Source: an optimization exercise on an open RTL-to-GDS flow (aim: small area, a short achievable clock period and few clock cycles per item). Production flows keep margins and buffers that such runs may drop. In this exercise RTL edits were held to simulation tests only and were not proved equivalent to the original. Power and IR drop assume default switching activity.

==> fjord: inputs <==
Design ina228_codec, start of the top module:
module ina228_codec (
    input  wire        clk,
    input  wire        rst,           
    input  wire        in_valid,
    output wire        in_ready,
    input  wire [31:0] cmd,
    input  wire [39:0] wi,
    input  wire [79:0] vi,
    input  wire        xerr,
    input  wire [7:0]  xinfo,
    input  wire        ci_rst,
    input  wire        ci_rstacc,
    input  wire [7:0]  ci_convdly,
    input  wire        ci_tempcomp,
    input  wire        ci_adcrange,
    input  wire [3:0]  ci_mode,
    input  wire [2:0]  ci_vbusct,
    input  wire [2:0]  ci_vshct,
    input  wire [2:0]  ci_vtct,
    input  wire [2:0]  ci_avg,
    input  wire [14:0] ki_shunt_cal,
    input  wire [13:0] ki_tempco,
    input  wire [31:0] ki_cur_lsb,
    input  wire [31:0] ki_pwr_lsb,
    output wire        out_valid,
    output wire [39:0] wo,
    output wire [79:0] vo,
    output wire        co_rst,
    output wire        co_rstacc,
    output wire [7:0]  co_convdly,
    output wire        co_tempcomp,
    output wire        co_adcrange,
    output wire [3:0]  co_mode,
    output wire [2:0]  co_vbusct,
    output wire [2:0]  co_vshct,
    output wire [2:0]  co_vtct,
    output wire [2:0]  co_avg,
    output wire [14:0] fo,
    output wire        mo_cont,
    output wire        mo_temp,
    output wire        mo_shunt,
    output wire        mo_bus,
    output wire        mo_shutdown,
    output wire        do_valid,
    output wire [1:0]  do_rw,
    output wire [3:0]  do_nfields,
    output wire [5:0]  do_off,
    output wire [5:0]  do_width,
    output wire        do_sgn,
    output wire [3:0]  flt,
    output wire [7:0]  finfo
);
    localparam [5:0] OP_NOP     = 6'h00, OP_UNPACK  = 6'h01, OP_PACK    = 6'h02,
                     OP_RMAP    = 6'h03, OP_UNPACKR = 6'h04, OP_PACKR   = 6'h05,
                     OP_ENCCFG  = 6'h08, OP_ENCADC  = 6'h09, OP_DECCFG  = 6'h0A,
                     OP_DECADC  = 6'h0B, OP_MUXSEL  = 6'h0C, OP_CTSEL   = 6'h0D,
                     OP_AVGSEL  = 6'h0E, OP_RNGSEL  = 6'h0F, OP_SETCAL  = 6'h10,
  ...
clock: 14.0 ns
lec_check: 0
abc_area: 1
cap_margin: 20
core_margin: 2
core_utilization: 50
cts_buf_list: sky130_fd_sc_hd__clkbuf_8
slew_margin: 20
standard.sh (not shown) runs the stock make flow with config.mk's settings and CLKGATE_MAP_FILE= SYNTH_SCRIPT=/design/flow/synth_recipe.tcl, a recipe that flattens the netlist after the stock synthesis.
==> flow/flow/run.sh <==
#!/bin/bash
# The standard layout (standard.sh), with these changes to how it is made:
#  - timing repair aims for more setup slack than the clock period needs
#    (SETUP_SLACK_MARGIN, flow/margin.txt), so that it shortens the
#    critical paths; the constraints (constraint.sdc) are not changed;
#  - every port still gets a buffer from buffer_ports, but a plain buf_2
#    instead of the slower and larger cell it picks by default; the buffers
#    of the output ports and of a few lightly loaded inputs are then made
#    buf_1 (flow/ports.tcl).
# standard.sh's own output goes to standard.log; ORFS keeps each step's log
# under orfs/logs.
set -euo pipefail
MARGIN=$(cat flow/margin.txt)
bash standard.sh SETUP_SLACK_MARGIN="$MARGIN" \
    BUFFER_PORTS_ARGS="-buffer_cell sky130_fd_sc_hd__buf_2" \
    POST_GLOBAL_PLACE_TCL="$PWD/flow/ports.tcl" finish > standard.log 2>&1
==> flow/flow/margin.txt <==
9.2
==> flow/flow/ports.tcl <==
# After global placement: buffer_ports gave every port a buf_2. The buffers
# on the output ports drive only the port, and those on the calibration and
# configuration inputs, xinfo and vi[79:40] drive a few loads off the
# critical paths, so a buf_1 is enough for them.
set n 0
foreach bterm [[ord::get_db_block] getBTerms] {
  set name [$bterm getName]
  set io [$bterm getIoType]
  if { $io == "OUTPUT" } {
    set light 1
  } elseif { [regexp {^(ki_|ci_|xinfo)} $name] } {
    set light 1
  } elseif { [regexp {^vi\[([0-9]+)\]$} $name -> bit] && $bit >= 40 } {
    set light 1
  } else {
    set light 0
  }
  if { !$light } { continue }
  set net [$bterm getNet]
  if { $net == "NULL" } { continue }
  foreach iterm [$net getITerms] {
    set inst [$iterm getInst]
    if { [[$inst getMaster] getName] == "sky130_fd_sc_hd__buf_2" } {
      replace_cell [get_cells [$inst getName]] sky130_fd_sc_hd__buf_1
      incr n
    }
  }
}
puts "ports.tcl: $n port buffers made buf_1"
==> inputs of lagoon, as changes to fjord <==
--- a/flow/design.v
+++ b/flow/design.v
@@ -161,45 +161,48 @@
     wire [7:0] o8;                       
     genvar gj;
     generate
         for (gj = 0; gj < 8; gj = gj + 1) begin : g_o8
             assign o8[gj] = (op[2:0] == gj);
         end
     endgenerate
     wire two_pass = g3 && (o8[5] || o8[6]);
-    wire zA   = (cmd[25:24] == 2'd0);
-    wire zB   = (cmd[23:16] == 8'd0);
-    wire zC   = !cmd[15] && !cmd[14];
-    wire zW   = (cmd[13:8] == 6'd0);
-    wire z76  = (cmd[7:6] == 2'd0);
-    wire z54  = (cmd[5:4] == 2'd0);
-    wire z21  = (cmd[2:1] == 2'd0);
-    wire zAF  = zA && zC && zW && z76 && z54;        
-    wire zI4  = zAF && zB;                           
-    wire zI3  = zI4 && !cmd[3];                      
-    wire zI1  = zI3 && z21;                          
-    wire zAll = zI1 && !cmd[0];                      
-    wire zAT  = zAF && !cmd[3] && z21 && !cmd[0];    
-    wire zF   = zB && !cmd[14] && z76;               
-    wire g4x  = (op[5:3] == 3'b100);
-    wire legal =
-        (g0  && ((o8[0] && zAll) || ((o8[1] || o8[2]) && zF) ||
-                 ((o8[3] || o8[4] || o8[5]) && zAF))) ||
-        (g1  && (((o8[0] || o8[1] || o8[2] || o8[3]) && zAll) || (o8[4] && zI4) ||
-                 ((o8[5] || o8[6]) && zI3) || (o8[7] && zI1))) ||
-        (g2  && (((o8[0] || o8[1] || o8[3] || o8[4]) && zAll) || (o8[2] && zI1) ||
-                 (o8[5] && zI3 && (!cmd[2] || (cmd[1:0] == 2'd0))))) ||
-        (g3  && ((o8[0] && zI1) || (!o8[0] && !o8[7] && zAll))) ||
-        (g4x && (((o8[0] || o8[2]) && zAll) || (o8[1] && zI4) || ((o8[3] || o8[4]) && zAT)));
-    wire needs_cal = (g3 && (o8[3] || o8[4] || o8[5] || o8[6])) ||
-                     (g2 && (o8[3] || o8[4] || (o8[5] && !imm[2])));
-    wire setcal = accept && g2 && o8[0] && zAll;
-    wire clrcal = accept && g2 && o8[1] && zAll;
-    wire setctl = accept && g2 && o8[2] && zI1;
+    reg legal;
+    always @(*) begin
+        case (op)
+            OP_NOP, OP_ENCCFG, OP_ENCADC, OP_DECCFG, OP_DECADC, OP_SETCAL, OP_CLRCAL,
+            OP_ENCCAL, OP_ENCTCO, OP_DECVBUS, OP_DECTEMP, OP_DECCUR, OP_DECPWR,
+            OP_DECENG, OP_DECCHG, OP_DECFLG, OP_MASKALRT:
+                legal = (cmd[25:0] == 26'd0);
+            OP_UNPACK, OP_PACK:
+                legal = (cmd[23:16] == 8'd0) && !cmd[14] && (cmd[7:6] == 2'd0);
+            OP_RMAP, OP_UNPACKR, OP_PACKR:
+                legal = (cmd[25:24] == 2'd0) && (cmd[15:4] == 12'd0);
+            OP_ENCTHR, OP_DECTHR:
+                legal = (cmd[25:24] == 2'd0) && (cmd[15:0] == 16'd0);
+            OP_MUXSEL, OP_ENCALRT:
+                legal = (cmd[25:4] == 22'd0);
+            OP_CTSEL, OP_AVGSEL:
+                legal = (cmd[25:3] == 23'd0);
+            OP_RDCTX:
+                legal = (cmd[25:3] == 23'd0) && (cmd[2:0] <= 3'd4);
+            OP_RNGSEL, OP_SETCTL, OP_DECVSH:
+                legal = (cmd[25:1] == 25'd0);
+            default:
+                legal = 1'b0;
+        endcase
+    end
+    wire needs_cal = (op == OP_DECCUR) || (op == OP_DECPWR) || (op == OP_DECENG) ||
+                     (op == OP_DECCHG) || (op == OP_ENCCAL) || (op == OP_ENCTCO) ||
+                     ((op == OP_RDCTX) && (imm[2:0] <= 3'd3));
+    wire z25 = (cmd[25:0] == 26'd0);
+    wire setcal = accept && (op == OP_SETCAL) && z25;
+    wire clrcal = accept && (op == OP_CLRCAL) && z25;
+    wire setctl = accept && (op == OP_SETCTL) && (cmd[25:1] == 25'd0);
     always @(posedge clk) begin
         if (rst) begin
             ctl_strict <= 1'b1;
             cal_valid  <= 1'b0;
         end else begin
             if (setcal) cal_valid  <= 1'b1;
             if (clrcal) cal_valid  <= 1'b0;
             if (setctl) ctl_strict <= cmd[0];
==> flow/flow/margin.txt (replaced) <==
9.3
==> flow/config.mk (replaced) <==
export PLATFORM = sky130hd
export DESIGN_NAME = ina228_codec
export DESIGN_NICKNAME = ina228_codec
export VERILOG_FILES = /design/flow/design.v
export SDC_FILE = /design/flow/constraint.sdc
export NUM_CORES = 4
export LEC_CHECK = 0
export CAP_MARGIN = 20
export CORE_MARGIN = 2
export CORE_UTILIZATION = 50
export CTS_BUF_LIST = sky130_fd_sc_hd__clkbuf_8
export SLEW_MARGIN = 20
==> inputs of onyx, as changes to fjord <==
==> flow/flow/run.sh (replaced) <==
#!/bin/bash
# The standard layout (standard.sh), with these changes to how it is made:
#  - timing repair aims for more setup slack than the clock period needs
#    (SETUP_SLACK_MARGIN, flow/margin.txt), so that it shortens the
#    critical paths; the constraints (constraint.sdc) are not changed;
#  - every port still gets a buffer from buffer_ports, but a plain buf_2
#    instead of the slower and larger cell it picks by default, and the
#    output ports' buffers are then made buf_1 (flow/ports.tcl).
# standard.sh's own output goes to standard.log; ORFS keeps each step's log
# under orfs/logs.
set -euo pipefail
MARGIN=$(cat flow/margin.txt)
bash standard.sh SETUP_SLACK_MARGIN="$MARGIN" \
    BUFFER_PORTS_ARGS="-buffer_cell sky130_fd_sc_hd__buf_2" \
    POST_GLOBAL_PLACE_TCL="$PWD/flow/ports.tcl" finish > standard.log 2>&1
==> flow/flow/margin.txt (replaced) <==
9.3
==> flow/flow/ports.tcl (replaced) <==
# After global placement: the buffers buffer_ports put on the output ports
# drive only the port, so a buf_1 is enough.
set n 0
foreach bterm [[ord::get_db_block] getBTerms] {
  if { [$bterm getIoType] != "OUTPUT" } { continue }
  set net [$bterm getNet]
  if { $net == "NULL" } { continue }
  foreach iterm [$net getITerms] {
    set inst [$iterm getInst]
    if { [[$inst getMaster] getName] == "sky130_fd_sc_hd__buf_2" } {
      replace_cell [get_cells [$inst getName]] sky130_fd_sc_hd__buf_1
      incr n
    }
  }
}
puts "ports.tcl: $n output buffers made buf_1"
==> flow/config.mk (replaced) <==
export PLATFORM = sky130hd
export DESIGN_NAME = ina228_codec
export DESIGN_NICKNAME = ina228_codec
export VERILOG_FILES = /design/flow/design.v
export SDC_FILE = /design/flow/constraint.sdc
export NUM_CORES = 4
export LEC_CHECK = 0
export CAP_MARGIN = 20
export CORE_MARGIN = 2
export CORE_UTILIZATION = 40
export CTS_BUF_LIST = sky130_fd_sc_hd__clkbuf_8
export SLEW_MARGIN = 20
==> run notes <==
FMAX 210 MHz; combinational group power 3.50 mW; fin crit share 0.340; Vias/cell 6.78; tap cell count 1265; placed insts 6654; fin cells 6961; Signal inverters 323; CLK BUF 106; layout cells sized above 1 0.130; total power 7.00 mW; run status no timing/DRC/antenna violations; hold path startpoint r2_flt[1]$_DFF_P_; fraction of area in multi-input gates 0.628; Post-Syn Area per Cell 8.92 µm²; fillers 8825
# the run above: lagoon

==> run notes <==
run status no timing/DRC/antenna violations; FMAX 207 MHz; CLK BUF 101; hold path startpoint r2_flt[2]$_DFF_P_; Vias/cell 6.28; total power 6.85 mW; tap cell count 1265; Post-Syn Area per Cell 7.59 µm²; placed insts 7681
# the run above: fjord

==> run notes <==
fin cells 7380; Yosys top cell area share 0.164; fraction of area in multi-input gates 0.618; Signal inverters 347; hold path startpoint r2_flt[1]$_DFF_P_; placed insts 7110; utilization after layout 0.456; tap cell count 1612; synth cell count leaders a22oi_1, nand2_1, clkbuf_1; Clk pwr share 0.213; highest-power group combinational cells; run status no timing/DRC/antenna violations; die height 353 µm; Vias/cell 6.48; layout cells sized above 1 0.152; fillers 11700; CLK BUF 101; FMAX 204 MHz
# the run above: onyx

Testbench counts of fjord, summed over its fixed seeds: cycles 28,121, items 24,000.
Testbench counts of lagoon, summed over its fixed seeds: cycles 28,121, items 24,000.
Testbench counts of onyx, summed over its fixed seeds: cycles 28,121, items 24,000.

[what the ideal ports hide]
How much do the figures lean on ideal ports? The routed layouts below were timed once more, with nothing changed but the port constraints. Step 1 sets driving cells, clkbuf_16 on the clock port and buf_2 on the other inputs (assumed; they add their load-dependent delay and slew). Step 2 moves the port delays by t, midway between the first and last clock arrival at a register: inputs arrive t later, outputs are due t later. That takes back most of the time a late clock gives input paths. Three values: no drivers, after step 1, after step 2; two values: the first two.
run | shift t [ns] | setup slack, ns | worst setup path at the end | latest minus earliest clock arrival (ns) | worst slew at a driven data input, ns
fjord | 0.840 | 9.171 / 9.171 / 8.441 | input to register | 0.055 / 0.056 | 0.07
lagoon | 0.818 | 9.237 / 9.237 / 8.554 | input to register | 0.054 / 0.054 | 0.11
onyx | 0.867 | 9.099 / 9.138 / 8.270 | input to register | 0.083 / 0.083 | 0.13
After both steps every run listed still meets setup and hold. For onyx, which loses most, drivers alone change the setup slack by +0.039 ns; drivers and shift together by -0.829 ns.
